What follows belongs to an exercise in optimizing a design on an open flow for small area; a production flow would make more cautious choices.
Function was checked by simulation only, so behaviour that the tests miss may differ from the original.
No activity file was given, so power comes from the tool's default toggle rates.

## flow/flow/run.sh

```bash
#!/bin/bash
# The standard layout, with the smallest buffer on every input and output port
# instead of the one buffer_ports picks by default, and a clock tree of small
# buffers under one strong root buffer, without dummy loads.
set -euo pipefail
export BUFFER_PORTS_ARGS="-buffer_cell sky130_fd_sc_hd__buf_1"
export CTS_ARGS="-sink_clustering_enable -dont_use_dummy_load -buf_list sky130_fd_sc_hd__clkbuf_8 -root_buf sky130_fd_sc_hd__clkbuf_16"
bash standard.sh > standard_flow.log 2>&1
```

## flow/standard.sh

```bash
#!/bin/bash
# synth_recipe.tcl (not shown) runs the flow's synth.tcl, then flattens the netlist and writes it again
# the make line also repeats each setting of config.mk as NAME=value (left out here)
make -C /OpenROAD-flow-scripts/flow DESIGN_CONFIG=/design/flow/config.mk WORK_HOME=/design/flow/orfs CLKGATE_MAP_FILE= SYNTH_SCRIPT=/design/flow/synth_recipe.tcl "${@:-finish}"
```

## flow/config.mk

```make
export PLATFORM = sky130hd
export DESIGN_NAME = sdh_top
export DESIGN_NICKNAME = sdh_top
export VERILOG_FILES = /design/flow/design.v
export SDC_FILE = /design/flow/constraint.sdc
export NUM_CORES = 4
export LEC_CHECK = 0
export ABC_AREA = 1
export CAP_MARGIN = 20
export CORE_MARGIN = 2
export CORE_UTILIZATION = 40
export SLEW_MARGIN = 20
```

## flow/constraint.sdc

```tcl
create_clock -name core_clock -period 10.0 [get_ports {clk}]
set_input_delay 2.0000 -clock core_clock [delete_from_list [all_inputs] [get_ports {clk}]]
set_output_delay 2.0000 -clock core_clock [all_outputs]
set_load 0.01 [all_outputs]
```

## flow/design.v

```verilog
module sdh_top #(
    parameter integer F_CLK = 50000000
) (
    input  wire        clk,
    input  wire        rst,
    input  wire        req_valid,
    output wire        req_ready,
    input  wire [3:0]  req_op,
    input  wire [31:0] req_arg,
    input  wire [5:0]  req_cmd,
    input  wire        req_keep,
    output reg         rsp_valid,
    output reg  [3:0]  rsp_status,
    output wire [7:0]  rsp_data,
    output wire [5:0]  rsp_cmd,
    output reg  [2:0]  rsp_shape,
    output wire [7:0]  rsp_token,
    output reg  [31:0] rsp_ext,
    output reg  [3:0]  rsp_npoll,
    output reg         rsp_busy,
    output reg         rsp_vdd_valid,
    output reg  [5:0]  rsp_vdd_low,
    output reg  [5:0]  rsp_vdd_high,
    output reg  [1:0]  rsp_va,
    output reg         sh_link,
    output reg         sh_en,
    output reg         sh_ai,
    output reg  [15:0] sh_addr,
    output reg  [2:0]  sh_cs,
    output reg         sh_fdiv_valid,
    output reg  [7:0]  sh_fdiv,
    output wire        tx_valid,
    output reg  [7:0]  tx_data,
    input  wire        tx_ready,
    input  wire        rx_valid,
    input  wire [7:0]  rx_data,
    output wire        rx_ready
);
    localparam [2:0] IW = 3'd4;
    localparam [26:0] N2M1 = 2 * F_CLK - 1;
    localparam OP_INIT = 4'd0, OP_CLOSE = 4'd1, OP_ENABLE = 4'd2, OP_DISABLE = 4'd3,
               OP_SETADDR = 4'd4, OP_SETAI = 4'd5, OP_RDCFG = 4'd6, OP_SPEED = 4'd7,
               OP_SELECT = 4'd8, OP_XCHG = 4'd9, OP_SDCMD = 4'd10, OP_SDACMD = 4'd11;
    localparam ST_OK = 4'd0, ST_RANGE = 4'd1, ST_VALUE = 4'd2, ST_STATE = 4'd3,
               ST_PROTO = 4'd4, ST_NOTOKEN = 4'd5, ST_R1ERR = 4'd6, ST_EXTERR = 4'd7,
               ST_BADOP = 4'd8;
    localparam SH_R1 = 3'd0, SH_R1B = 3'd1, SH_R2 = 3'd2, SH_R3 = 3'd3, SH_R7 = 3'd4;
    localparam K_FLUSH = 3'd0, K_CFGWR = 3'd1, K_CFGRD = 3'd2, K_SETADDR = 3'd3,
               K_WRHDR = 3'd4, K_WRDATA = 3'd5, K_RDHDR = 3'd6, K_RDDATA = 3'd7;
    localparam M_IDLE = 3'd0, M_CHECK = 3'd1, M_INIT = 3'd2, M_SINGLE = 3'd3,
               M_BRIDGE = 3'd4, M_DIV = 3'd5, M_SDEND = 3'd6;
    localparam P_SEL = 3'd0, P_FRAME = 3'd1, P_POLL = 3'd2, P_EXT = 3'd3,
               P_FLUSH = 3'd4, P_DESEL = 3'd5;
    reg [2:0]  st;
    reg [3:0]  r_op;
    reg [5:0]  r_cmd;
    reg        r_keep;
    reg        first;        
    reg [2:0]  ss;           
    reg [2:0]  sdp;          
    reg [2:0]  cnt;          
    reg        xph;          
    reg [2:0]  idx;          
    reg        mism;
    reg [6:0]  crc;
    reg [6:0]  tok;
    reg [25:0] dv;           
    reg [2:0]  dq;           
    reg [3:0]  dk;           
    reg [4:0]  bk;           
    reg        pd, dc, sg, fi;
    assign req_ready = (st == M_IDLE);
    assign rsp_token = {1'b0, tok};
    assign rsp_data  = rsp_ext[7:0];
    wire is_sd = (r_op == OP_SDCMD) || (r_op == OP_SDACMD);
    reg       cmd_def;
    reg [2:0] cmd_shape;
    always @(*) begin
        cmd_def   = 1'b1;
        cmd_shape = SH_R1;
        if (r_op == OP_SDACMD) begin
            case (r_cmd)
                6'd22, 6'd23, 6'd41, 6'd42, 6'd51: cmd_shape = SH_R1;
                6'd13:   cmd_shape = SH_R2;
                default: cmd_def = 1'b0;
            endcase
        end else begin
            case (r_cmd)
                6'd0, 6'd1, 6'd6, 6'd9, 6'd10, 6'd16, 6'd17, 6'd18, 6'd24, 6'd25, 6'd27,
                6'd30, 6'd32, 6'd33, 6'd42, 6'd55, 6'd56, 6'd59: cmd_shape = SH_R1;
                6'd12, 6'd28, 6'd29, 6'd38: cmd_shape = SH_R1B;
                6'd13:   cmd_shape = SH_R2;
                6'd58:   cmd_shape = SH_R3;
                6'd8:    cmd_shape = SH_R7;
                default: cmd_def = 1'b0;
            endcase
        end
    end
    assign rsp_cmd = first ? 6'd55 : r_cmd;
    always @(*) rsp_shape = cmd_shape;
    wire [2:0] shape_eff = first ? SH_R1 : cmd_shape;
    wire       ext_none  = (shape_eff == SH_R1);
    wire       ext_four  = (shape_eff == SH_R3) || (shape_eff == SH_R7);
    wire       keep_eff  = r_keep & ~first;
    wire sel_comp = is_sd ? (sdp == P_SEL || sdp == P_DESEL) : (r_op == OP_SELECT);
    wire is_speed = !is_sd && (r_op == OP_SPEED);
    wire [2:0] ss_end = (sel_comp || is_speed) ? 3'd3 : 3'd5;
    wire [1:0] alo = sel_comp ? 2'd2 : is_speed ? 2'd1 : 2'd3;
    wire [7:0] frame_byte = (cnt == 3'd0) ? {2'b01, rsp_cmd} :
                            (cnt == 3'd5) ? {crc, 1'b1} :
                            first ? 8'h00 : rsp_ext[31:24];
    reg [2:0]  kind;
    reg [1:0]  cfg;
    reg [15:0] addr;
    reg [7:0]  wbyte;
    always @(*) begin
        kind = K_RDDATA;
        cfg  = 2'b01;
        addr = {14'h2980, alo};    
        case (st)
            M_INIT: begin
                case (ss[1:0])
                    2'd0: kind = K_FLUSH;
                    2'd1: kind = K_CFGWR;
                    2'd2: kind = K_SETADDR;
                    default: begin kind = K_CFGWR; cfg = 2'b00; end
                endcase
                addr = 16'h0000;
            end
            M_SINGLE: begin
                case (r_op)
                    OP_ENABLE:  begin kind = K_CFGWR; cfg = {sh_ai, 1'b1}; end
                    OP_DISABLE: begin kind = K_CFGWR; cfg = {sh_ai, 1'b0}; end
                    OP_SETAI:   begin kind = K_CFGWR; cfg = {rsp_ext[0], 1'b1}; end
                    OP_SETADDR: kind = K_SETADDR;
                    default:    kind = K_CFGRD;
                endcase
                addr = rsp_ext[15:0];
            end
            default: begin
                case (ss)
                    3'd0: kind = K_CFGWR;
                    3'd1: kind = K_SETADDR;
                    3'd2: kind = K_WRHDR;
                    3'd3: kind = K_WRDATA;
                    3'd4: kind = K_RDHDR;
                    default: kind = K_RDDATA;
                endcase
            end
        endcase
        if (sel_comp)
            wbyte = is_sd ? ((sdp == P_DESEL) ? 8'hFF : 8'hFB)
                          : {5'b11111, rsp_ext[1:0] != 2'd2, rsp_ext[1:0] != 2'd1, rsp_ext[1:0] != 2'd0};
        else
            wbyte = is_sd ? ((sdp == P_FRAME) ? frame_byte : 8'hFF) : rsp_ext[7:0];
    end
    always @(*) begin
        case (kind)
            K_FLUSH:   tx_data = 8'h55;
            K_CFGWR:   tx_data = (idx[1:0] == 2'd0) ? 8'h04 : {6'd0, cfg};
            K_CFGRD:   tx_data = 8'h02;
            K_SETADDR: tx_data = (idx[1:0] == 2'd0) ? 8'h10 : (idx[1:0] == 2'd1) ? addr[15:8] : addr[7:0];
            K_WRHDR:   tx_data = (idx[1:0] == 2'd0) ? 8'h30 : 8'h00;
            K_RDHDR:   tx_data = (idx[1:0] == 2'd0) ? 8'h20 : 8'h00;
            default:   tx_data = wbyte;
        endcase
    end
    reg [1:0] tx_last, rx_last;
    always @(*) begin
        case (kind)
            K_CFGWR, K_WRHDR, K_RDHDR: tx_last = 2'd1;
            K_SETADDR:                 tx_last = 2'd2;
            default:                   tx_last = 2'd0;
        endcase
        case (kind)
            K_CFGRD:   rx_last = 2'd1;
            K_SETADDR: rx_last = 2'd2;
            default:   rx_last = 2'd0;
        endcase
    end
    wire active = (st == M_INIT) || (st == M_SINGLE) || (st == M_BRIDGE);
    wire no_tx  = (kind == K_RDDATA);
    assign tx_valid = active && !xph && !idx[2] && !no_tx;
    assign rx_ready = active && xph;
    wire [7:0] fix    = (idx[1:0] != 2'd0 || kind == K_WRDATA) ? 8'h00 :
                        (kind == K_FLUSH) ? 8'hFF : 8'h01;
    wire       capb   = (kind == K_RDDATA) || (kind == K_CFGRD && idx == 2'd1);
    wire       rx_go  = rx_ready && rx_valid;
    wire       bad    = !capb && (rx_data != (tx_data ^ fix));
    wire       xdone  = rx_go && (idx[1:0] == rx_last);
    wire       xerr   = mism || bad;
    wire        dbig   = (rsp_ext[31:25] != 7'd0);
    wire        dsmall = (rsp_ext[24:17] == 8'd0);
    localparam [25:0] DR0 = N2M1 >> 10;
    wire        dlast = (bk == 5'd25);
    wire        dfst  = (bk == 5'd0);
    wire        da    = dfst ? N2M1[dk] : fi ? DR0[bk - 5'd1] : pd;
    wire        dbb   = rsp_ext[0] ^ ~sg;         
    wire        dcin  = dfst ? ~sg : dc;
    wire        dsum  = da ^ dbb ^ dcin;
    wire        dco   = (da & dbb) | (da & dcin) | (dbb & dcin);
    wire        dqb   = ~dsum;                    
    wire [9:0]  dQ    = {rsp_ext[31:26], dq, dqb};
    reg  [7:0]  ddec;
    reg         dbw;
    integer     di;
    always @(*) begin
        dbw = ~dQ[0];
        for (di = 0; di < 8; di = di + 1) begin
            ddec[di] = dQ[di + 1] ^ dbw;
            dbw = dbw & ~dQ[di + 1];
        end
    end
    wire        dsat  = dQ[9] | (dQ[8:0] == 9'h1FF);
    wire [7:0]  fdiv  = dsat ? 8'd255 : ddec;
    wire r7 = rx_data[7];
    always @(posedge clk) begin
        rsp_valid <= 1'b0;
        if (active) begin
            if (!xph) begin
                if (idx[2]) begin
                    idx <= inc3(idx);
                end else if (no_tx) begin
                    xph <= 1'b1;
                end else if (tx_ready) begin
                    if (idx[1:0] == tx_last) begin
                        xph <= 1'b1;
                        idx <= 3'd0;
                    end else
                        idx <= inc3(idx);
                end
            end else if (rx_valid) begin
                if (bad) mism <= 1'b1;
                idx <= inc3(idx);
                if (capb && (!is_sd || (sdp == P_EXT) || (sdp == P_FRAME && cnt != 3'd0 && cnt != 3'd5 && !first)))
                    rsp_ext <= {rsp_ext[23:0], (is_sd && sdp == P_FRAME) ? 8'h00 : rx_data};
                if (xdone) begin
                    xph  <= 1'b0;
                    idx  <= IW;
                    mism <= 1'b0;
                end
            end
            if (tx_valid && tx_ready && is_sd && sdp == P_FRAME && kind == K_WRDATA && cnt != 3'd5)
                crc <= crc7_byte((cnt == 3'd0) ? 7'd0 : crc, tx_data);
        end
        dv <= {dsum, dv[25:1]};
        pd <= dv[0];
        dc <= dco;
        if (st != M_DIV) begin
            bk <= 5'd0;
            dk <= 4'd9;
            sg <= 1'b0;
            fi <= 1'b1;
        end else begin
            bk <= inc5(bk);
            if (dlast) begin
                bk <= 5'd0;
                dk <= dk - 4'd1;
                sg <= dsum;
                fi <= 1'b0;
                dq <= dQ[2:0];
            end
        end
        if (xdone && !xerr) begin
            case (kind)
                K_CFGWR: begin
                    sh_en <= cfg[0];
                    sh_ai <= cfg[1];
                end
                K_SETADDR: sh_addr <= addr;
                K_WRDATA, K_RDDATA: if (sh_ai) sh_addr[2:0] <= inc3(sh_addr[2:0]);
                default: ;
            endcase
        end
        case (st)
            M_IDLE: begin
                if (req_valid) begin
                    r_op    <= req_op;
                    r_cmd   <= req_cmd;
                    r_keep  <= req_keep;
                    rsp_ext <= req_arg;
                    st      <= M_CHECK;
                end
            end
            M_CHECK: begin
                rsp_status <= ST_OK;
                ss    <= 3'd0;
                sdp   <= P_SEL;
                cnt   <= 3'd0;
                xph   <= 1'b0;
                idx   <= IW;
                mism  <= 1'b0;
                first <= (r_op == OP_SDACMD);
                rsp_npoll <= 4'd0;
                if (r_op[3:2] == 2'b11) begin
                    rsp_status <= ST_BADOP;
                    rsp_valid  <= 1'b1;
                    st         <= M_IDLE;
                end else if (r_op == OP_CLOSE) begin
                    sh_link       <= 1'b0;
                    sh_en         <= 1'b0;
                    sh_ai         <= 1'b0;
                    sh_addr       <= 16'h0000;
                    sh_cs         <= 3'd4;
                    sh_fdiv_valid <= 1'b0;
                    rsp_valid     <= 1'b1;
                    st            <= M_IDLE;
                end else if (r_op == OP_SPEED && rsp_ext == 32'd0) begin
                    rsp_status <= ST_RANGE;
                    rsp_valid  <= 1'b1;
                    st         <= M_IDLE;
                end else if (is_sd && !cmd_def) begin
                    rsp_status <= ST_VALUE;
                    rsp_valid  <= 1'b1;
                    st         <= M_IDLE;
                end else if ((r_op == OP_INIT) ? sh_link :
                             (!sh_link || ((r_op == OP_ENABLE) ? sh_en : (r_op != OP_RDCFG && !sh_en)))) begin
                    rsp_status <= ST_STATE;
                    rsp_valid  <= 1'b1;
                    st         <= M_IDLE;
                end else if (r_op == OP_INIT) begin
                    st <= M_INIT;
                end else if (r_op == OP_ENABLE || r_op == OP_DISABLE || r_op == OP_SETADDR ||
                             r_op == OP_SETAI || r_op == OP_RDCFG) begin
                    st <= M_SINGLE;
                end else begin
                    st <= M_BRIDGE;
                    if (r_op != OP_SELECT && !is_sd) ss <= 3'd1;
                end
            end
            M_INIT: begin
                if (xdone) begin
                    if (xerr || ss == 3'd3) begin
                        sh_link       <= !xerr;
                        sh_en         <= 1'b0;
                        sh_ai         <= 1'b0;
                        sh_addr       <= 16'h0000;
                        sh_cs         <= 3'd4;
                        sh_fdiv_valid <= 1'b0;
                        rsp_status    <= xerr ? ST_PROTO : ST_OK;
                        rsp_valid     <= 1'b1;
                        st            <= M_IDLE;
                    end else
                        ss <= inc3(ss);
                end
            end
            M_SINGLE: begin
                if (xdone) begin
                    rsp_status <= xerr ? ST_PROTO : ST_OK;
                    rsp_valid  <= 1'b1;
                    st         <= M_IDLE;
                end
            end
            M_DIV: begin
                rsp_ext[25:0] <= {rsp_ext[0], rsp_ext[25:1]};
                if (dlast)
                    rsp_ext[31:26] <= dQ[8:3];
                if (dlast && dk == 4'd0) begin
                    rsp_ext[7:0] <= fdiv;
                    st <= M_BRIDGE;
                end
            end
            M_SDEND: begin
                if (first && rsp_status == ST_OK) begin
                    first     <= 1'b0;
                    rsp_npoll <= 4'd0;
                    sdp       <= P_SEL;
                    ss        <= 3'd0;
                    st        <= M_BRIDGE;
                end else begin
                    rsp_valid <= 1'b1;
                    st        <= M_IDLE;
                end
            end
            M_BRIDGE: begin
                if (xdone) begin
                    if (!xerr && ss != ss_end) begin
                        ss <= inc3(ss);
                        if (is_speed && ss == 3'd2) begin
                            st <= M_DIV;
                            if (dbig || dsmall) begin
                                rsp_ext[7:0] <= dbig ? 8'd0 : 8'd255;
                                st <= M_BRIDGE;
                            end
                        end
                    end else if (!is_sd) begin
                        rsp_status <= xerr ? ST_PROTO : ST_OK;
                        rsp_valid  <= 1'b1;
                        st         <= M_IDLE;
                        if (!xerr) begin
                            if (r_op == OP_SELECT) sh_cs <= {1'b0, rsp_ext[1:0]};
                            if (is_speed) begin
                                sh_fdiv_valid <= 1'b1;
                                sh_fdiv       <= rsp_ext[7:0];
                            end
                        end
                    end else begin
                        ss  <= 3'd1;
                        cnt <= 3'd0;
                        case (sdp)
                            P_SEL: begin
                                if (xerr) begin
                                    rsp_status <= ST_PROTO;
                                    sdp <= P_FLUSH;
                                end else begin
                                    sh_cs <= 3'd2;
                                    sdp   <= P_FRAME;
                                end
                            end
                            P_FRAME: begin
                                if (xerr) begin
                                    rsp_status <= ST_PROTO;
                                    sdp <= P_FLUSH;
                                end else if (cnt == 3'd5)
                                    sdp <= P_POLL;
                                else
                                    cnt <= inc3(cnt);
                            end
                            P_POLL: begin
                                if (xerr) begin
                                    rsp_status <= ST_PROTO;
                                    sdp <= P_FLUSH;
                                end else begin
                                    rsp_npoll <= inc4(rsp_npoll);
                                    if (!r7) begin
                                        tok <= rx_data[6:0];
                                        if (rx_data[6:1] != 6'd0) begin
                                            rsp_status <= ST_R1ERR;
                                            sdp <= P_FLUSH;
                                        end else
                                            sdp <= ext_none ? P_FLUSH : P_EXT;
                                    end else if (rsp_npoll == 4'd7) begin
                                        rsp_status <= ST_NOTOKEN;
                                        sdp <= P_FLUSH;
                                    end
                                end
                            end
                            P_EXT: begin
                                if (xerr) begin
                                    rsp_status <= ST_PROTO;
                                    sdp <= P_FLUSH;
                                end else if (cnt == (ext_four ? 3'd3 : 3'd0)) begin
                                    if (shape_eff == SH_R2 && rx_data[7:1] != 7'd0)
                                        rsp_status <= ST_EXTERR;
                                    sdp <= P_FLUSH;
                                end else
                                    cnt <= inc3(cnt);
                            end
                            P_FLUSH: begin
                                if (xerr) begin
                                    if (rsp_status == ST_OK) rsp_status <= ST_PROTO;
                                    sdp <= P_DESEL;
                                    ss  <= 3'd0;
                                end else if (cnt == 3'd1) begin
                                    if (rsp_status != ST_OK || !keep_eff) begin
                                        sdp <= P_DESEL;
                                        ss  <= 3'd0;
                                    end else
                                        st <= M_SDEND;
                                end else
                                    cnt <= inc3(cnt);
                            end
                            default: begin  
                                if (xerr) begin
                                    if (rsp_status == ST_OK) rsp_status <= ST_PROTO;
                                end else
                                    sh_cs <= 3'd3;
                                st <= M_SDEND;
                            end
                        endcase
                    end
                end
            end
            default: st <= M_IDLE;
        endcase
        if (rst) begin
            st            <= M_IDLE;
            rsp_valid     <= 1'b0;
            sh_link       <= 1'b0;
            sh_en         <= 1'b0;
            sh_ai         <= 1'b0;
            sh_addr       <= 16'h0000;
            sh_cs         <= 3'd4;
            sh_fdiv_valid <= 1'b0;
        end
    end
    function [15:0] inc16(input [15:0] a);
        integer i;
        reg c;
        begin
            c = 1'b1;
            for (i = 0; i < 16; i = i + 1) begin
                inc16[i] = a[i] ^ c;
                c = c & a[i];
            end
        end
    endfunction
    function [8:0] inc9(input [8:0] a);
        integer i;
        reg c;
        begin
            c = 1'b1;
            for (i = 0; i < 9; i = i + 1) begin
                inc9[i] = a[i] ^ c;
                c = c & a[i];
            end
        end
    endfunction
    function [4:0] inc5(input [4:0] a);
        integer i;
        reg c;
        begin
            c = 1'b1;
            for (i = 0; i < 5; i = i + 1) begin
                inc5[i] = a[i] ^ c;
                c = c & a[i];
            end
        end
    endfunction
    function [3:0] inc4(input [3:0] a);
        inc4 = {a[3] ^ (a[2] & a[1] & a[0]), a[2] ^ (a[1] & a[0]), a[1] ^ a[0], ~a[0]};
    endfunction
    function [2:0] inc3(input [2:0] a);
        inc3 = {a[2] ^ (a[1] & a[0]), a[1] ^ a[0], ~a[0]};
    endfunction
    function [6:0] crc7_byte(input [6:0] c, input [7:0] d);
        integer i;
        reg fb;
        begin
            crc7_byte = c;
            for (i = 7; i >= 0; i = i - 1) begin
                fb = crc7_byte[6] ^ d[i];
                crc7_byte = {crc7_byte[5:0], 1'b0} ^ (fb ? 7'h09 : 7'h00);
            end
        end
    endfunction
    wire [8:0] vdd_map = rsp_ext[23:15];
    integer j;
    reg [3:0] lo, hi;
    always @(*) begin
        lo = 4'd0;
        hi = 4'd0;
        for (j = 8; j >= 0; j = j - 1)
            if (vdd_map[j]) lo = j[3:0];
        for (j = 0; j <= 8; j = j + 1)
            if (vdd_map[j]) hi = j[3:0];
        rsp_busy      = 1'b0;
        rsp_vdd_valid = 1'b0;
        rsp_vdd_low   = 6'd0;
        rsp_vdd_high  = 6'd0;
        rsp_va        = 2'd0;
        case (rsp_shape)
            SH_R1B: rsp_busy = (rsp_ext[7:0] == 8'h00);
            SH_R3: begin
                rsp_busy = ~rsp_ext[31];
                if (vdd_map != 9'd0) begin
                    rsp_vdd_valid = 1'b1;
                    rsp_vdd_low   = 6'd27 + {2'b00, lo};
                    rsp_vdd_high  = 6'd28 + {2'b00, hi};
                end
            end
            SH_R7: begin
                if (rsp_ext[11:8] == 4'b0001)
                    rsp_va = 2'd1;
                else if (rsp_ext[11:8] == 4'b0010)
                    rsp_va = 2'd2;
            end
            default: ;
        endcase
    end
endmodule
```

==> impl_metrics.ini, run 1 <==
[synthesis]
yosys_warnings = 1
synth_edf_count = 54
synthFlopType = dfxtp_1
synthArstFlopShare = 0
synth.area.top_cells = dfxtp_1, edfxtp_1, nand2_1, inv_1, nor2_1
yosys.area.top_type = dfxtp_1
synth_cells = 1378
synth_area_mm2 = 0.00984
syn_area_per_cell_um2 = 7.14
ys_types = 55
synth_top_area_frac = 0.218
synth-seq-cells = 161
yosysSeqAreaShare = 0.382

[clock_tree]
clock-sinks = 161
postCtsSetupBuffers = 0
clk_pin_slew_worst_paths_ns = 0.09
cts_tree = built
cts_max_path_buffers = 2
cts_resized = 0
htree_levels = 4
cts_hold_buf = 0
cts_made_buffers = 17
root_buffer = clkbuf_16
clock_latency_ns = 0.40

[place]
dpl_cell_area_mm2 = 0.0107
routabilityCongestion = 1.05
dpl.hpwl_um = 27000
portBuffers = 178

[timing]
period_needed_ns = 4.85
tightest_slew_ns = 0.751
max_freq_ghz = 0.206
slew_violations = 0
fin_skew_ns = 0.0407
slew_headroom = 0.497
timing.setup.tns_ns = 0
setup_violations = 0
period_share = 0.485
hold_viol = 0
rsz0062_at_grt = false

[route]
avgViaCountPerCell = 5.38
first_pass_iters = 6
wire_per_inst_um = 18.5
drc = 0
routed_wl_um = 34400
vias = 9998
final_antenna_net_count = 0
drt_first_iter_violations = 1021

[die]
core_area_mm2 = 0.0242
die_area_mm2 = 0.0259
fp.dieH_um = 161
die_w_um = 161
start_util = 0.406
io-pin-count = 180
rows = 57

[global_route]
antenna_found_initial = 0
grt_pass1_vias = 9154
grt_pass1_wl_um = 51900
grt_max_degree = 44
grt-ovfl-total = 0
grt_usage = 0.261

[hold_path]
worstHoldPathType = register to register

[finish]
syn_to_final_growth_pct = 11.3
nNetsFinal = 1624
design_area_mm2 = 0.0109
drive_gt1_frac = 0.0522
diodes = 0

[worst_setup_path]
crit_required_ns = 8.00
start_kind = register
critPathKind = register to output port
cp_max_fo = 12
arrival_ns = 2.85
critPathCaptureType = output port

[power_and_ir_drop]
leakage_nw = 4.64
power_density_mw_per_mm2 = 363
irDropWorstVdd_uv = 195

[job]
cap_viol_max_count = 0

[run_status]
status = complete, no violations
-- worst max-delay path, cell delays in order (launching register included) --
cell and delay (ns):
dfxtp_1 0.59, nand2_1 0.13, nor2_2 0.44, nand3_1 0.14, nand2_1 0.14, nand2_2 0.12
nand3_1 0.12, nand2_1 0.12, inv_1 0.10, nand3_1 0.16, nand2_1 0.21, inv_1 0.07
buf_1 0.13
-- logic make-up (layout without fill, tap and decap cells) --
logic type / count (synthesis) / after routing / share of synthesized area
AO/OA/AOI/OAI: 282 / 282 / 0.168
XOR/XNOR: 26 / 26 / 0.0231
adder cells (fa/ha/maj): 32 / 32 / 0.0414
buffers and inverters: 250 / 406 / 0.104
flip-flops: 161 / 161 / 0.382
multiplexers: 1 / 1 / 0.00102
other: 1 / 1 / 0.000381
AND/OR/NAND/NOR: 625 / 625 / 0.279
-- through the flow --
step	setup WS (ns)	hold WS [ns]	total power [mW]	utilization	instances
floorplan	5.94	0.310	2.82	-	1378
global placement	5.28	0.310	3.53	0.441	1841
detailed placement	5.20	0.312	3.54	0.441	1841
CTS	5.20	0.295	3.93	0.452	1858
global route	4.82	0.296	4.28	0.452	1858
finish	5.15	0.297	3.97	0.452	1858
-- Yosys cell counts (19+ instances only) --
cell	instances
buf_4	19
nor2_1	155
o211ai_1	23
xor2_1	19
o21ai_0	107
a21oi_1	81
inv_1	187
nor3_1	19
nand2_1	292
ha_1	31
nand3_1	79
nand4_1	25
dfxtp_1	107
edfxtp_1	54
-- registers in the layout, summed over array words and instances (netlist names), 3 cells and up, named ones only --
name,flops
tok,7
sh_cs,3
dq,3
rsp_npoll,4
st,3
rsp_ext,32
dk,4
r_op,4
dv,26
ss,3
sdp,3
cnt,3
idx,3
r_cmd,6
sh_addr,16
sh_fdiv,8
rsp_status,4
bk,5
crc,7
-- power by group --
part	switching [mW]	total (mW)	leakage [nW]	internal [mW]
registers	0.225	1.18	1.39	0.953
clock network	0.217	0.378	0.127	0.161
logic	1.71	2.42	3.13	0.710
-- worst paths after layout --
check	start	to	slack (ns)	depth (start not counted)
worst max-delay path	st[1]	tx_data[2]	5.15	12
worst min-delay path	dv[3]	dv[2]	0.30	0
worst max register to register	ss[0]	sh_addr[14]	5.36	25
worst min register to register	dv[3]	dv[2]	0.30	0
-- routing by layer --
layer,vias up,track usage,routed length (um)
met2,486,0.399,14800
met1,4565,0.370,15300
met4,0,0.101,1290
met5,-,0,0
li1,4881,-,-
met3,66,0.0418,2950
-- placed cells by master, fill, tap and decap left out, drive strengths merged, types with 31 or more instances in the layout --
cell	synthesis	routed
nand3	87	87
ha	31	31
edfxtp	54	54
nor2	168	168
dfxtp	107	107
o21ai	110	110
nand2	307	307
a21oi	83	83
inv	202	202
buf	27	184
-- cell type report --
| class | instances | area (um2) |
|---|---|---|
| Timing Repair Buffer | 184 | 713 |
| Fill cell | 2607 | 13300 |
| Multi-Input combinational cell | 967 | 5050 |
| Sequential cell | 161 | 3760 |
| Clock buffer | 17 | 245 |
| Tap cell | 324 | 405 |
| Inverter | 205 | 772 |
==> run 2: changes to the inputs <==
==> flow/flow/run.sh (replaced) <==
#!/bin/bash
# The standard layout with three changes to how it is made:
#  - after the standard synthesis, its combinational logic is mapped again for
#    area by Yosys/ABC (flow/remap.sh); every register keeps its name and cell;
#  - every input and output port gets the smallest buffer (buf_1);
#  - the clock tree uses clkbuf_8 under one clkbuf_16 root, without dummy loads.
# Each tool writes its full output to a log file in this folder (and ORFS's
# own logs under orfs/logs).
set -euo pipefail
export BUFFER_PORTS_ARGS="-buffer_cell sky130_fd_sc_hd__buf_1"
export REMOVE_ABC_BUFFERS=1
export CTS_ARGS="-sink_clustering_enable -dont_use_dummy_load -buf_list sky130_fd_sc_hd__clkbuf_8 -root_buf sky130_fd_sc_hd__clkbuf_16"
RES="$PWD/orfs/results/$FLOW_PLATFORM/sdh_top/base"
bash standard.sh "$RES/1_2_yosys.v" > synth_flow.log 2>&1
bash flow/remap.sh "$RES/1_2_yosys.v" > remap.log 2>&1
bash standard.sh > standard_flow.log 2>&1
==> flow/flow/remap.sh (new file) <==
#!/bin/bash
# Map the combinational logic of a synthesized netlist again, for area, with
# Yosys's ABC; registers (and tie cells) are kept as they are, as black boxes.
set -euo pipefail
NET="$1"
LIB="$FLOW_HOME/platforms/sky130hd/lib/sky130_fd_sc_hd__tt_025C_1v80.lib"
DONT_USE="sky130_fd_sc_hd__probe_p_8 sky130_fd_sc_hd__probec_p_8 sky130_fd_sc_hd__lpflow_bleeder_1
 sky130_fd_sc_hd__lpflow_clkbufkapwr_1 sky130_fd_sc_hd__lpflow_clkbufkapwr_16
 sky130_fd_sc_hd__lpflow_clkbufkapwr_2 sky130_fd_sc_hd__lpflow_clkbufkapwr_4
 sky130_fd_sc_hd__lpflow_clkbufkapwr_8 sky130_fd_sc_hd__lpflow_clkinvkapwr_1
 sky130_fd_sc_hd__lpflow_clkinvkapwr_16 sky130_fd_sc_hd__lpflow_clkinvkapwr_2
 sky130_fd_sc_hd__lpflow_clkinvkapwr_4 sky130_fd_sc_hd__lpflow_clkinvkapwr_8
 sky130_fd_sc_hd__lpflow_decapkapwr_12 sky130_fd_sc_hd__lpflow_decapkapwr_3
 sky130_fd_sc_hd__lpflow_decapkapwr_4 sky130_fd_sc_hd__lpflow_decapkapwr_6
 sky130_fd_sc_hd__lpflow_decapkapwr_8 sky130_fd_sc_hd__lpflow_inputiso0n_1
 sky130_fd_sc_hd__lpflow_inputiso0p_1 sky130_fd_sc_hd__lpflow_inputiso1n_1
 sky130_fd_sc_hd__lpflow_inputiso1p_1 sky130_fd_sc_hd__lpflow_inputisolatch_1
 sky130_fd_sc_hd__lpflow_isobufsrc_1 sky130_fd_sc_hd__lpflow_isobufsrc_16
 sky130_fd_sc_hd__lpflow_isobufsrc_2 sky130_fd_sc_hd__lpflow_isobufsrc_4
 sky130_fd_sc_hd__lpflow_isobufsrc_8 sky130_fd_sc_hd__lpflow_isobufsrckapwr_16
 sky130_fd_sc_hd__lpflow_lsbuf_lh_hl_isowell_tap_1 sky130_fd_sc_hd__lpflow_lsbuf_lh_hl_isowell_tap_2
 sky130_fd_sc_hd__lpflow_lsbuf_lh_hl_isowell_tap_4 sky130_fd_sc_hd__lpflow_lsbuf_lh_isowell_4
 sky130_fd_sc_hd__lpflow_lsbuf_lh_isowell_tap_1 sky130_fd_sc_hd__lpflow_lsbuf_lh_isowell_tap_2
 sky130_fd_sc_hd__lpflow_lsbuf_lh_isowell_tap_4"
DU=""
for c in $DONT_USE; do DU="$DU -dont_use $c"; done
# cells kept whole: flip-flops, latches and tie cells
KEEP=$(grep -o 'sky130_fd_sc_hd__[a-z0-9_]*' "$NET" | sort -u | grep -E '__(e?s?df|dl|conb)' | tr '\n' ' ')
cp "$NET" remap_in.v
cat > remap.ys <<EOS
read_liberty -ignore_miss_func $LIB
read_verilog remap_in.v
hierarchy -top $FLOW_TOP
setattr -mod -set keep_hierarchy 1 $KEEP
flatten
opt_clean -purge
abc -liberty $LIB $DU
opt_clean -purge
hilomap -singleton -hicell sky130_fd_sc_hd__conb_1 HI -locell sky130_fd_sc_hd__conb_1 LO
insbuf -buf sky130_fd_sc_hd__buf_1 A X
splitnets
opt_clean -purge
select $FLOW_TOP
stat -liberty $LIB
write_verilog -selected -noattr -nohex -nodec remap_out.v
EOS
yosys -l remap_yosys.log -q remap.ys
# the registers must be exactly the ones of the standard synthesis
regs() { grep -oE 'sky130_fd_sc_hd__(e?s?df|dl)[a-z0-9_]* +[^ (]+' "$1" | sort; }
if [[ "$(regs remap_in.v)" != "$(regs remap_out.v)" ]]; then
  echo "remap changed the registers; keeping the standard netlist"
  exit 0
fi
cp remap_out.v "$NET"
echo "remapped"
==> impl_metrics.ini, run 2 <==
[global_route]
grt_pass1_wl_um = 50700
grt-ovfl-total = 0
grt_usage = 0.279
antenna_found_initial = 0
grt_max_degree = 53
grt_pass1_vias = 8402

[clock_tree]
clock-sinks = 161
postCtsSetupBuffers = 0
htree_levels = 4
cts_max_path_buffers = 2
cts_hold_buf = 0
root_buffer = clkbuf_16
clock_latency_ns = 0.40
clk_pin_slew_worst_paths_ns = 0.09
cts_tree = built
cts_resized = 0
cts_made_buffers = 17

[die]
start_util = 0.408
die_w_um = 153
rows = 54
die_area_mm2 = 0.0235
fp.dieH_um = 153
io-pin-count = 180
core_area_mm2 = 0.0218

[power_and_ir_drop]
clockPowerShare = 0.113
p_int_mw = 1.66
power_frac_seq = 0.370
power_frac_comb = 0.517
power_density_mw_per_mm2 = 330
sw_frac_of_total = 0.497
leakage_nw = 3.37
irDropWorstVdd_uv = 126
switchingPower_mw = 1.64
power_mw = 3.31

[timing]
slew_violations = 0
timing.setup.tns_ns = 0
period_share = 0.599
hold_viol = 0
fin_skew_ns = 0.0480
slew_headroom = 0.290
max_freq_ghz = 0.167
setup_violations = 0
rsz0062_at_grt = false
period_needed_ns = 5.99
worst_slack_ns = 4.01
tightest_slew_ns = 1.06

[run_status]
status = complete, no violations

[worst_setup_path]
arrival_ns = 6.00
start_kind = register
cp_common_cell = nor3_1
cp_max_fo = 15
crit_required_ns = 10.01
crit_path_top_delay_cell = nor3_1
critPathCaptureType = register
crit_chain = or3b_1 -> nor3_1 -> nor3_1 -> nand3_1 -> o31ai_1 -> o21ai_0 -> a2111o_1 -> o31ai_1 -> a21oi_1 -> nor3_1 -> and4_1
max_stage_delay_ns = 0.70
critPathKind = register to register

[finish]
diodes = 0
reg.largest.list = rsp_ext (32), dv (26), sh_addr (16)
fin_util = 0.460
design_area_mm2 = 0.0100
mostFrequentLayoutCells = buf_1, nor2_1, nand2_1
nNetsFinal = 1267
register_area_mm2 = 0.00376
largest_register = rsp_ext
final_common_cell = buf_1
nFillCells = 2215
largest_reg_flops = 32
syn_to_final_growth_pct = 12.7
drive_gt1_frac = 0.0306
multiInputGateArea_mm2 = 0.00482

[place]
portBuffers = 178
pre_cts_ws_ns = 4.11
dpl.hpwl_um = 25300
routabilityCongestion = 0.988
dpl_cell_area_mm2 = 0.00978

[synthesis]
yosys_warnings = 1
synth_cells = 1069
syn_area_per_cell_um2 = 8.33
synth_area_mm2 = 0.00890

[route]
vias = 9269
wire_per_inst_um = 22.6
first_pass_iters = 5
drt_first_iter_violations = 824
avgViaCountPerCell = 6.22
routed_wl_um = 33700
final_antenna_net_count = 0
drc = 0

[hold_path]
worstHoldPathType = register to register

[job]
cap_viol_max_count = 0
==> run 2: cell type report <==
class                           count  area share
Clock buffer                       17      0.0244
Inverter                           25     0.00935
Multi-Input combinational cell    815       0.480
Sequential cell                   161       0.375
Tap cell                          280      0.0349
Timing Repair Buffer              191      0.0763
==> run 2: worst paths after layout <==
path / from / endpoint / slack (ns) / depth (start not counted)
worst max register to register: st[0] / sh_fdiv[7] / 4.01 / 11
worst max-delay path: st[0] / sh_fdiv[7] / 4.01 / 11
worst min-delay path: dv[4] / dv[3] / 0.32 / 0
worst min register to register: dv[4] / dv[3] / 0.32 / 0
==> run 2: power groups by stage <==
stage                     Clock [mW]  Sequential, mW  Combinational, mW
after floorplan                    0            1.16               1.09
after global placement             0            1.23               1.67
after detailed placement           0            1.23               1.66
after CTS                      0.380            1.22               1.67
after global routing           0.405            1.25               1.85
final                          0.374            1.22               1.71
==> run 2: stage by stage <==
stage | hold slack (ns) | instances
after floorplan | 0.310 | 1001
after global placement | 0.312 | 1472
after detailed placement | 0.312 | 1472
after CTS | 0.320 | 1489
after global routing | 0.330 | 1489
final | 0.322 | 1489
==> run 2: layer usage <==
layer  wire length (um)  track usage
met1              15200        0.405
met2              14600        0.417
met3               3000       0.0527
met4                851       0.0882
met5                  0            0
==> run 2: critical path: cells and delay by family, from the launching register on <==
| kind | cells | cell delay [ns] |
|---|---|---|
| AND/OR/NAND/NOR | 6 | 2.96 |
| AO/OA/AOI/OAI | 5 | 2.06 |
| flip-flops | 1 | 0.60 |
==> run 3: changes to the inputs <==
--- a/flow/flow/remap.sh
+++ b/flow/flow/remap.sh
@@ -35,4 +35,6 @@
 flatten
+# the pins of the flattened cells are wires of their own; drop those names
+rename -hide w:*.*
 opt_clean -purge
-abc -liberty $LIB $DU
+abc -liberty $LIB $DU -script +strash;dc2;&get,-n;&dch,-f;&nf,-R,1000;&put
 opt_clean -purge
==> impl_metrics.ini, run 3 <==
[timing]
worst_slack_ns = 3.76
slew_headroom = 0.210
setup_violations = 0
max_freq_ghz = 0.160
timing.setup.tns_ns = 0
fin_skew_ns = 0.0319
hold_viol = 0
slew_violations = 0
rsz0062_at_grt = false
period_needed_ns = 6.24
tightest_slew_ns = 1.17
period_share = 0.624

[finish]
reg.largest.list = rsp_ext (32), dv (26), sh_addr (16)
nFillCells = 2138
final_common_cell = buf_1
diodes = 0
largest_register = rsp_ext
fin_util = 0.469
largest_reg_flops = 32
mostFrequentLayoutCells = buf_1, nand2_1, nor2_1
nNetsFinal = 1259
drive_gt1_frac = 0.0275
syn_to_final_growth_pct = 15.4

[power_and_ir_drop]
p_int_mw = 1.12
sw_frac_of_total = 0.377
switchingPower_uw = 676
power_frac_comb = 0.276
clockPowerShare = 0.207
irDropWorstVdd_uv = 129
leakage_nw = 3.25
power_frac_seq = 0.517
power_density_mw_per_mm2 = 183

[clock_tree]
clock_latency_ns = 0.39
cts_resized = 0
htree_levels = 4
cts_made_buffers = 17
cts_hold_buf = 0
root_buffer = clkbuf_16
clock-sinks = 161
postCtsSetupBuffers = 0
clk_pin_slew_worst_paths_ns = 0.07
cts_tree = built
cts_max_path_buffers = 2

[job]
cap_viol_max_count = 0

[die]
die_area_mm2 = 0.0224
core_area_mm2 = 0.0209
rows = 53
start_util = 0.406
io-pin-count = 180
die_w_um = 150
fp.dieH_um = 150

[global_route]
grt_pass1_vias = 7904
grt-ovfl-total = 0
met2_usage = 0.416
top_usage_layer = met2
grt_pass1_wl_um = 45200
grt_usage = 0.266
grt_max_degree = 45
gr-usage-met3 = 0.0616
antenna_found_initial = 0
use_met1 = 0.359

[place]
routabilityCongestion = 1.00
dpl.hpwl_um = 22300
pre_cts_ws_ns = 3.95
portBuffers = 178

[route]
drc = 0
avgViaCountPerCell = 5.89
final_antenna_net_count = 0
first_pass_iters = 5
wire_per_inst_um = 20.4
vias = 8701
drt_first_iter_violations = 903
routed_wl_um = 30000

[worst_setup_path]
critPathCaptureType = register
cp_max_fo = 16
critPathKind = register to register
crit_required_ns = 10.31
arrival_ns = 6.55
start_kind = register
worst-r2r-cell-count = 22

[synthesis]
syn_area_per_cell_um2 = 8.40
synth_area_mm2 = 0.00849
synth_cells = 1010
yosys_warnings = 1

[hold_path]
whs_path_depth = 0
worstHoldPathType = register to register

[run_status]
status = complete, no violations
[run 3: cell types whose count changed in the layout (fill, tap and decap cells not counted), sizes merged, moves of 10 or more]
cell,previous run,this run
mux2i,8,32
o31ai,15,5
a221o,13,2
a21oi,71,84
o21ai,63,92
a32oi,16,6
nand2,117,128
[run 3: final timing paths]
check / startpoint / end / slack [ns]
setup / recovery: r_op[2] / sh_cs[0] / 3.76
hold / removal: dv[2] / dv[1] / 0.31
setup reg to reg: r_op[2] / sh_cs[0] / 3.76
hold reg to reg: dv[2] / dv[1] / 0.31
[run 3: worst max-delay path, stage by stage (launching register included)]
cell       delay, ns
edfxtp_1        0.44
nor2b_1         0.21
and2_0          0.66
o21ai_0         0.25
nor2_1          0.19
or2_0           0.29
nor2_1          0.07
o311ai_0        0.88
xnor2_1         0.15
a21oi_1         0.15
o211ai_1        0.10
a2111oi_0       0.37
nand4_1         0.21
a21o_1          0.43
or2_0           0.46
nor2_1          0.37
clkinv_1        0.16
nand2_1         0.19
or3_1           0.16
nor3_1          0.08
nor2_1          0.18
nand2_1         0.08
a21oi_1         0.11
[run 3: layout make-up]
type	instances	area [um2]	share of cell area
multi-input combinational	817	4620	0.472
sequential	161	3760	0.384
timing repair buffer	189	751	0.0767
tap	275	344	0.0351
clock buffer	17	245	0.0250
inverter	17	63.8	0.00652
[run 3: through the flow]
step / instance area, um2 / hold slack (ns) / std cells / power (mW)
4_1_cts: 9790 / 0.308 / 1476 / 1.80
3_3_place_gp: 9540 / 0.310 / 1459 / 1.42
6_report: 9790 / 0.311 / 1476 / 1.79
2_1_floorplan: 8430 / 0.310 / 995 / 1.20
3_5_place_dp: 9540 / 0.312 / 1459 / 1.43
5_1_grt: 9790 / 0.329 / 1476 / 1.89
[run 3: metal layers]
metal  up-vias  routed length, um  share of wire
li1       4108                  -              -
met1      4079              12700           0.42
met2       444              13500           0.45
met3        70               2740          0.091
met4         0               1060          0.035
met5         -                  0              0
[run 3: power by group through the flow]
stage | registers (mW) | clock network [mW] | logic (mW)
after global routing | 0.938 | 0.406 | 0.546
after global placement | 0.938 | 0 | 0.486
after floorplan | 0.895 | 0 | 0.306
after CTS | 0.924 | 0.383 | 0.489
final | 0.928 | 0.372 | 0.495
after detailed placement | 0.939 | 0 | 0.487
==> run 4: changes to the inputs <==
--- a/flow/config.mk
+++ b/flow/config.mk
@@ -8,5 +8,5 @@
 export ABC_AREA = 1
-export CAP_MARGIN = 20
+export CAP_MARGIN = 10
 export CORE_MARGIN = 2
-export CORE_UTILIZATION = 40
-export SLEW_MARGIN = 20
+export CORE_UTILIZATION = 50
+export SLEW_MARGIN = 10
==> impl_metrics.ini, run 4 <==
[synthesis]
synth_area_mm2 = 0.00849
yosys_warnings = 1
synth_cells = 1010
syn_area_per_cell_um2 = 8.40

[clock_tree]
cts_made_buffers = 17
clock_latency_ns = 0.39
cts_tree = built
clk_pin_slew_worst_paths_ns = 0.09
clock-sinks = 161
root_buffer = clkbuf_16
cts_resized = 0
htree_levels = 4
cts_max_path_buffers = 2
postCtsSetupBuffers = 0
cts_hold_buf = 0

[timing]
rsz0062_at_grt = false
period_share = 0.614
slew_violations = 0
fin_skew_ns = 0.0280
slew_headroom = 0.167
hold_viol = 0
setup_violations = 0
timing.setup.tns_ns = 0
max_freq_ghz = 0.163
period_needed_ns = 6.14
tightest_slew_ns = 1.24

[route]
drt_first_iter_violations = 897
drc = 0
vias = 8831
avgViaCountPerCell = 6.23
wire_per_inst_um = 20.9
first_pass_iters = 5
routed_wl_um = 29600
final_antenna_net_count = 0

[worst_setup_path]
crit_chain = nor2b_1 -> and2_0 -> o21ai_0 -> nor2_1 -> or2_0 -> nor2_1 -> o311ai_0 -> xnor2_1 -> a21oi_1 -> o211ai_1 -> a2111oi_0 -> nand4_1 -> a21o_1 -> nand2_1 -> nand4_1 -> nor3_1 -> or2_0 -> nor3_1
critPathCaptureType = register
arrival_ns = 6.36
critPathBufInv = 0
crit_path_top_delay_cell = or2_0
cp_max_fo = 20
critPathKind = register to register
crit_family = simple AND/OR/NAND/NOR gates
max_stage_delay_ns = 0.95
crit_required_ns = 10.21
start_kind = register

[finish]
diodes = 0
nNetsFinal = 1256
final_common_cell = buf_1
syn_to_final_growth_pct = 14.3
reg.largest.list = rsp_ext (32), dv (26), sh_addr (16)
design_area_mm2 = 0.00970
largest_register = rsp_ext
largest_reg_flops = 32
mostFrequentLayoutCells = buf_1, nand2_1, nor2_1
drive_gt1_frac = 0.0242

[global_route]
antenna_found_initial = 1
grt_pass1_wl_um = 45000
grt_max_degree = 46
grt_usage = 0.325
grt-ovfl-total = 0
grt_pass1_vias = 7987

[job]
cap_viol_max_count = 0

[power_and_ir_drop]
irDropWorstVdd_uv = 114
power_mw = 1.80
leakage_nw = 3.23
power_density_mw_per_mm2 = 185

[die]
fp.dieH_um = 134
core_area_mm2 = 0.0166
io-pin-count = 180
start_util = 0.512
die_area_mm2 = 0.0180
die_w_um = 134
rows = 47

[run_status]
status = complete, no violations

[place]
routabilityCongestion = 1.03
dpl_cell_area_mm2 = 0.00945
portBuffers = 178
dpl.hpwl_um = 21900

[hold_path]
worstHoldPathType = register to register
## run 4: cell count changes in the layout (fill, tap and decap cells not counted)
cell / before / now
nor3_2: 2 / 1
nor3_1: 39 / 40
buf_4: 11 / 8
## run 4: metal layers
layer | GRT usage | share of wire | vias up
met5 | 0 | 0 | -
met4 | 0.106 | 0.031 | 0
met3 | 0.0639 | 0.088 | 68
met2 | 0.518 | 0.46 | 466
met1 | 0.445 | 0.42 | 4194
li1 | - | - | 4103
## run 4: area by class of cell
class                      instances  area, um2
clock buffer                      17        245
fill                            1633       6890
tap                              220        275
timing repair buffer             186        728
inverter                          17       63.8
multi-input combinational        817       4620
sequential                       161       3760
## run 4: worst paths after layout
kind	from	depth (start not counted)	end	slack [ns]
setup / recovery	r_op[2]	18	sh_addr[7]	3.86
hold / removal	dv[20]	0	dv[19]	0.32
setup reg to reg	r_op[2]	18	sh_addr[7]	3.86
hold reg to reg	dv[20]	0	dv[19]	0.32
## run 4: power breakdown
part | internal [mW] | total (mW) | switching [mW] | leakage [nW]
Clock | 0.161 | 0.376 | 0.215 | 0.127
Combinational | 0.172 | 0.491 | 0.318 | 1.71
Sequential | 0.783 | 0.930 | 0.147 | 1.39
Total | 1.12 | 1.80 | 0.680 | 3.23
## run 4: through the flow
stage	util	std cells	hold WS (ns)	worst slack, ns
final	0.585	1418	0.323	3.86
after global routing	0.585	1418	0.334	3.30
after CTS	0.585	1418	0.319	3.98
after detailed placement	0.570	1401	0.312	3.99
after global placement	0.570	1401	0.310	4.31
after floorplan	-	995	0.310	3.32
## run 4: worst register-to-register path, cell delays in order, from the launching register on
cell,delay [ns]
edfxtp_1,0.45
nor2b_1,0.21
and2_0,0.54
o21ai_0,0.27
nor2_1,0.18
or2_0,0.30
nor2_1,0.07
o311ai_0,0.82
xnor2_1,0.16
a21oi_1,0.16
o211ai_1,0.11
a2111oi_0,0.38
nand4_1,0.15
a21o_1,0.44
nand2_1,0.21
nand4_1,0.12
nor3_1,0.31
or2_0,0.95
nor3_1,0.16
==> run 5: changes to the inputs <==
--- a/flow/design.v
+++ b/flow/design.v
@@ -64,5 +64,4 @@
     reg        mism;
-    reg [6:0]  crc;
-    reg [6:0]  tok;
-    reg [25:0] dv;           
+    reg [6:0]  tok;          
+    reg [6:0]  dvx;          
     reg [2:0]  dq;           
@@ -109,3 +108,3 @@
     wire [7:0] frame_byte = (cnt == 3'd0) ? {2'b01, rsp_cmd} :
-                            (cnt == 3'd5) ? {crc, 1'b1} :
+                            (cnt == 3'd5) ? {tok, 1'b1} :
                             first ? 8'h00 : rsp_ext[31:24];
@@ -191,2 +190,3 @@
     wire       xerr   = mism || bad;
+    wire [25:0] dv = {r_cmd[4:0], cnt, rsp_npoll, tok, dvx};
     wire        dbig   = (rsp_ext[31:25] != 7'd0);
@@ -243,6 +243,6 @@
             if (tx_valid && tx_ready && is_sd && sdp == P_FRAME && kind == K_WRDATA && cnt != 3'd5)
-                crc <= crc7_byte((cnt == 3'd0) ? 7'd0 : crc, tx_data);
+                tok <= crc7_byte((cnt == 3'd0) ? 7'd0 : tok, tx_data);
         end
-        dv <= {dsum, dv[25:1]};
         pd <= dv[0];
+        dvx <= dv[7:1];
         dc <= dco;
@@ -355,2 +355,3 @@
                 rsp_ext[25:0] <= {rsp_ext[0], rsp_ext[25:1]};
+                {r_cmd[4:0], cnt, rsp_npoll, tok} <= {dsum, dv[25:8]};
                 if (dlast)
--- a/flow/config.mk
+++ b/flow/config.mk
@@ -8,5 +8,5 @@
 export ABC_AREA = 1
-export CAP_MARGIN = 10
+export CAP_MARGIN = 20
 export CORE_MARGIN = 2
-export CORE_UTILIZATION = 50
-export SLEW_MARGIN = 10
+export CORE_UTILIZATION = 40
+export SLEW_MARGIN = 20
==> impl_metrics.ini, run 5 <==
[route]
avgViaCountPerCell = 6.05
drc = 0
drt_first_iter_violations = 1029
routed_wl_um = 31500
final_antenna_net_count = 0
wire_per_inst_um = 21.3
first_pass_iters = 5
vias = 8945

[worst_setup_path]
worst-r2r-cell-count = 19
cp_max_fo = 13
r2r_setup_slack_ns = 3.61
r2r_start = st[2]
arrival_ns = 6.64
critPathKind = register to register
crit_required_ns = 10.25
start_kind = register
r2r_end = rsp_ext[1]
critPathCaptureType = register

[power_and_ir_drop]
leakage_nw = 3.10
power_mw = 3.13
irDropWorstVdd_uv = 131
power_density_mw_per_mm2 = 341

[hold_path]
whs_endpoint = dvx[1]
worstHoldStart = dvx[2]
whs_path_depth = 0
worstHoldPathType = register to register

[finish]
register_area_mm2 = 0.00302
reg.largest.list = rsp_ext (32), sh_addr (16), sh_fdiv (8)
fin_util = 0.471
mostFrequentLayoutCells = buf_1, nand2_1, nor2_1
nNetsFinal = 1272
drive_gt1_frac = 0.0255
largest_register = rsp_ext
multiInputGateArea_mm2 = 0.00475
final_common_cell = buf_1
diodes = 0
syn_to_final_growth_pct = 15.7
largest_reg_flops = 32
nFillCells = 2026

[synthesis]
synth_area_mm2 = 0.00792
yosys_warnings = 1
syn_area_per_cell_um2 = 7.67
synth_cells = 1033

[job]
cap_viol_max_count = 0

[clock_tree]
cts_tree = built
cts_max_path_buffers = 2
clock_latency_ns = 0.38
postCtsSetupBuffers = 0
clock-sinks = 131
htree_levels = 4
cts_made_buffers = 17
root_buffer = clkbuf_16
cts_resized = 0
clk_pin_slew_worst_paths_ns = 0.08
cts_hold_buf = 0

[global_route]
use_met1 = 0.433
top_usage_layer = met2
met2_usage = 0.443
grt_usage = 0.302
gr-usage-met3 = 0.0737
grt_pass1_wl_um = 47500
grt_max_degree = 47
grt-ovfl-total = 0
grt_pass1_vias = 7963
antenna_found_initial = 0

[run_status]
status = complete, no violations

[timing]
slew_violations = 0
fin_skew_ns = 0.0258
hold_viol = 0
max_freq_ghz = 0.156
timing.setup.tns_ns = 0
tightest_slew_ns = 1.17
rsz0062_at_grt = false
setup_violations = 0
period_share = 0.639
slew_headroom = 0.218
period_needed_ns = 6.39

[die]
die_w_um = 145
die_area_mm2 = 0.0209
core_area_mm2 = 0.0195
start_util = 0.407
fp.dieH_um = 145
rows = 51
io-pin-count = 180

[place]
portBuffers = 178
routabilityCongestion = 0.949
dpl.hpwl_um = 23300
-- run 5: worst max-delay path, stage by stage (launching register included) --
cell     delay [ns]
dfxtp_1        0.48
nor2_1         0.14
and2_0         0.33
nor2_1         0.41
a31oi_1        0.31
nor2_1         0.23
and2_0         0.35
nor2b_1        0.42
nand3_1        0.13
a32oi_1        0.44
xnor2_1        0.14
nor3_1         0.23
nand4_1        0.14
a21oi_1        0.93
and2_0         0.55
nand3_1        0.13
nand2_1        0.12
or2_0          0.33
a21oi_1        0.07
or3_1          0.37
-- run 5: final cells by class --
class / instances / area share
Clock buffer: 17 / 0.0268
Multi-Input combinational cell: 862 / 0.519
Timing Repair Buffer: 190 / 0.0828
Inverter: 14 / 0.00574
Tap cell: 265 / 0.0362
Sequential cell: 131 / 0.330
-- run 5: how the worst max path moves through the flow --
stage	startpoint	to	cells after the start	slack [ns]
final	st[2]	rsp_ext[1]	19	3.61
after floorplan	st[0]	sh_fdiv[0]	15	4.40
after CTS	st[0]	rsp_ext[1]	19	3.91
after detailed placement	st[0]	rsp_ext[1]	19	3.95
after global routing	st[0]	rsp_ext[3]	20	3.08
after global placement	st[0]	rsp_ext[1]	19	4.06
-- run 5: stage by stage --
stage / worst slack (ns) / area [um2] / cells / hold WS [ns]
3_5_place_dp: 3.95 / 8920 / 1462 / 0.314
5_1_grt: 3.08 / 9160 / 1479 / 0.317
6_report: 3.61 / 9160 / 1479 / 0.321
2_1_floorplan: 4.40 / 7820 / 1007 / 0.310
4_1_cts: 3.91 / 9160 / 1479 / 0.314
3_3_place_gp: 4.06 / 8920 / 1462 / 0.311
-- run 5: routing by layer --
metal	share of wire	wire length (um)
met3	0.087	2730
met4	0.035	1090
met2	0.43	13600
met5	0	0
met1	0.44	14000
-- run 5: report_power, final --
group | leakage, nW | internal [mW] | switching (mW) | total, mW
Combinational | 1.84 | 0.585 | 1.16 | 1.74
Clock | 0.127 | 0.160 | 0.191 | 0.352
Sequential | 1.12 | 0.725 | 0.309 | 1.03
==> run 6: changes to the inputs <==
--- a/flow/flow/run.sh
+++ b/flow/flow/run.sh
@@ -11,3 +11,3 @@
 export REMOVE_ABC_BUFFERS=1
-export CTS_ARGS="-sink_clustering_enable -dont_use_dummy_load -buf_list sky130_fd_sc_hd__clkbuf_8 -root_buf sky130_fd_sc_hd__clkbuf_16"
+export CTS_ARGS="-sink_clustering_enable -dont_use_dummy_load -buf_list sky130_fd_sc_hd__clkbuf_8 -root_buf sky130_fd_sc_hd__clkbuf_8 -sink_clustering_size 24"
 RES="$PWD/orfs/results/$FLOW_PLATFORM/sdh_top/base"
==> impl_metrics.ini, run 6 <==
[run_status]
status = complete, no violations

[timing]
period_share = 0.636
max_freq_ghz = 0.157
tightest_slew_ns = 1.19
fin_skew_ns = 0.0283
slew_violations = 0
hold_viol = 0
rsz0062_at_grt = false
period_needed_ns = 6.36
setup_violations = 0
timing.setup.tns_ns = 0
slew_headroom = 0.209

[die]
start_util = 0.407
die_area_mm2 = 0.0209
io-pin-count = 180
core_area_mm2 = 0.0195
fp.dieH_um = 145
die_w_um = 145
rows = 51

[clock_tree]
postCtsSetupBuffers = 0
cts_tree = built
cts_resized = 0
cts_max_path_buffers = 2
cts_hold_buf = 0
root_buffer = clkbuf_8
clock-sinks = 131
cts_made_buffers = 17
clk_pin_slew_worst_paths_ns = 0.08
clock_latency_ns = 0.46
htree_levels = 4

[global_route]
grt_usage = 0.302
grt_pass1_vias = 7949
grt_max_degree = 47
grt-ovfl-total = 0
antenna_found_initial = 0
grt_pass1_wl_um = 47600

[worst_setup_path]
arrival_ns = 6.42
crit_required_ns = 10.07
start_kind = register
critPathKind = register to register
critPathCaptureType = register
r2r_start = st[2]
cp_max_fo = 13
worst-r2r-cell-count = 16
r2r_end = ss[1]
r2r_setup_slack_ns = 3.64

[finish]
reg.largest.list = rsp_ext (32), sh_addr (16), sh_fdiv (8)
nNetsFinal = 1272
mostFrequentLayoutCells = buf_1, nand2_1, nor2_1
syn_to_final_growth_pct = 15.6
drive_gt1_frac = 0.0255
final_common_cell = buf_1
diodes = 0
largest_reg_flops = 32
largest_register = rsp_ext

[synthesis]
synth_cells = 1033
synth_area_mm2 = 0.00792
yosys_warnings = 1
syn_area_per_cell_um2 = 7.67

[hold_path]
whs_path_depth = 0
whs_endpoint = dvx[1]
worstHoldPathType = register to register
worstHoldStart = dvx[2]

[power_and_ir_drop]
power_mw = 3.12
leakage_nw = 3.09
power_density_mw_per_mm2 = 341
irDropWorstVdd_uv = 151

[place]
portBuffers = 178
routabilityCongestion = 0.949
dpl.hpwl_um = 23300

[route]
vias = 8872
drt_first_iter_violations = 1091
avgViaCountPerCell = 6.00
drc = 0
first_pass_iters = 8
routed_wl_um = 31500
final_antenna_net_count = 0
wire_per_inst_um = 21.3

[job]
cap_viol_max_count = 0
[run 6: power breakdown]
part | internal [mW] | total (mW) | leakage (nW) | switching [mW]
Sequential | 0.725 | 1.03 | 1.12 | 0.307
Combinational | 0.585 | 1.74 | 1.84 | 1.16
Clock | 0.150 | 0.341 | 0.122 | 0.191
Total | 1.46 | 3.12 | 3.09 | 1.66
[run 6: critical path, cell delays in order, from the launching register on]
cell and delay (ns):
dfxtp_1 0.48, nor2_1 0.14, and2_0 0.33, nor2_1 0.42
a31oi_1 0.31, nor2_1 0.22, and2_0 0.34, nor2b_1 0.41
nand3_1 0.12, a32oi_1 0.43, xnor2_1 0.14, nor3_1 0.23
nand4_1 0.15, a21oi_1 0.95, and2_0 0.55, nor3_1 0.12
nor4_1 0.63
[run 6: worst max path at each step]
| stage | slack, ns | start | end | depth (start not counted) |
|---|---|---|---|---|
| final | 3.64 | st[2] | ss[1] | 16 |
| after global routing | 3.08 | st[0] | rsp_ext[3] | 20 |
| after CTS | 3.91 | st[0] | rsp_ext[1] | 19 |
| after detailed placement | 3.95 | st[0] | rsp_ext[1] | 19 |
| after global placement | 4.06 | st[0] | rsp_ext[1] | 19 |
| after floorplan | 4.40 | st[0] | sh_fdiv[0] | 15 |
[run 6: final cells by class]
class                           count  area (um2)
Tap cell                          265         332
Sequential cell                   131        3020
Clock buffer                       17         234
Inverter                           14        52.6
Multi-Input combinational cell    862        4750
Timing Repair Buffer              190         758
Fill cell                        2027       10300
[run 6: per-stage QoR]
| stage | hold WS [ns] | cells | worst slack, ns | area (um2) | util |
|---|---|---|---|---|---|
| 2_1_floorplan | 0.310 | 1007 | 4.40 | 7820 | - |
| 3_3_place_gp | 0.311 | 1462 | 4.06 | 8920 | 0.458 |
| 3_5_place_dp | 0.314 | 1462 | 3.95 | 8920 | 0.458 |
| 4_1_cts | 0.314 | 1479 | 3.91 | 9150 | 0.470 |
| 5_1_grt | 0.318 | 1479 | 3.08 | 9150 | 0.470 |
| 6_report | 0.321 | 1479 | 3.64 | 9150 | 0.470 |
[run 6: routing by layer]
layer  GRT usage  vias to the layer above  wire length, um
li1            -                     4206                -
met1       0.436                     4118            13800
met2       0.446                      486            13900
met3      0.0625                       62             2920
met4       0.110                        0              933
met5           0                        -                0

[re-timing with driven ports]
The results above use ideal ports. As a check the final layouts listed here were re-extracted and re-timed, cells and wires unchanged. Step 1: set_driving_cell puts a clkbuf_16 on clk and a buf_2 on each other input, an assumption about the parent block. Step 2 also shifts input and output timing later by t, the mid clock arrival at the registers, as if the neighbouring blocks saw the same clock. Three values: ideal, step 1, step 2; two values: the first two.
| run | t, ns | setup slack, ns | worst register clock-pin slew, ns |
|---|---|---|---|
| run 1 | 0.423 | 5.153 / 5.107 / 5.125 | 0.10 / 0.10 |
| run 2 | 0.421 | 4.008 / 4.008 / 4.008 | 0.10 / 0.10 |
| run 3 | 0.418 | 3.757 / 3.757 / 3.757 | 0.09 / 0.09 |
| run 4 | 0.422 | 3.856 / 3.856 / 3.856 | 0.09 / 0.09 |
| run 5 | 0.419 | 3.608 / 3.608 / 3.608 | 0.08 / 0.08 |
| run 6 | 0.487 | 3.641 / 3.641 / 3.641 | 0.09 / 0.09 |
After both steps every run listed still meets setup and hold. The setup slack of run 1, which loses most, moves by -0.046 ns with the drivers and by -0.028 ns with both steps.
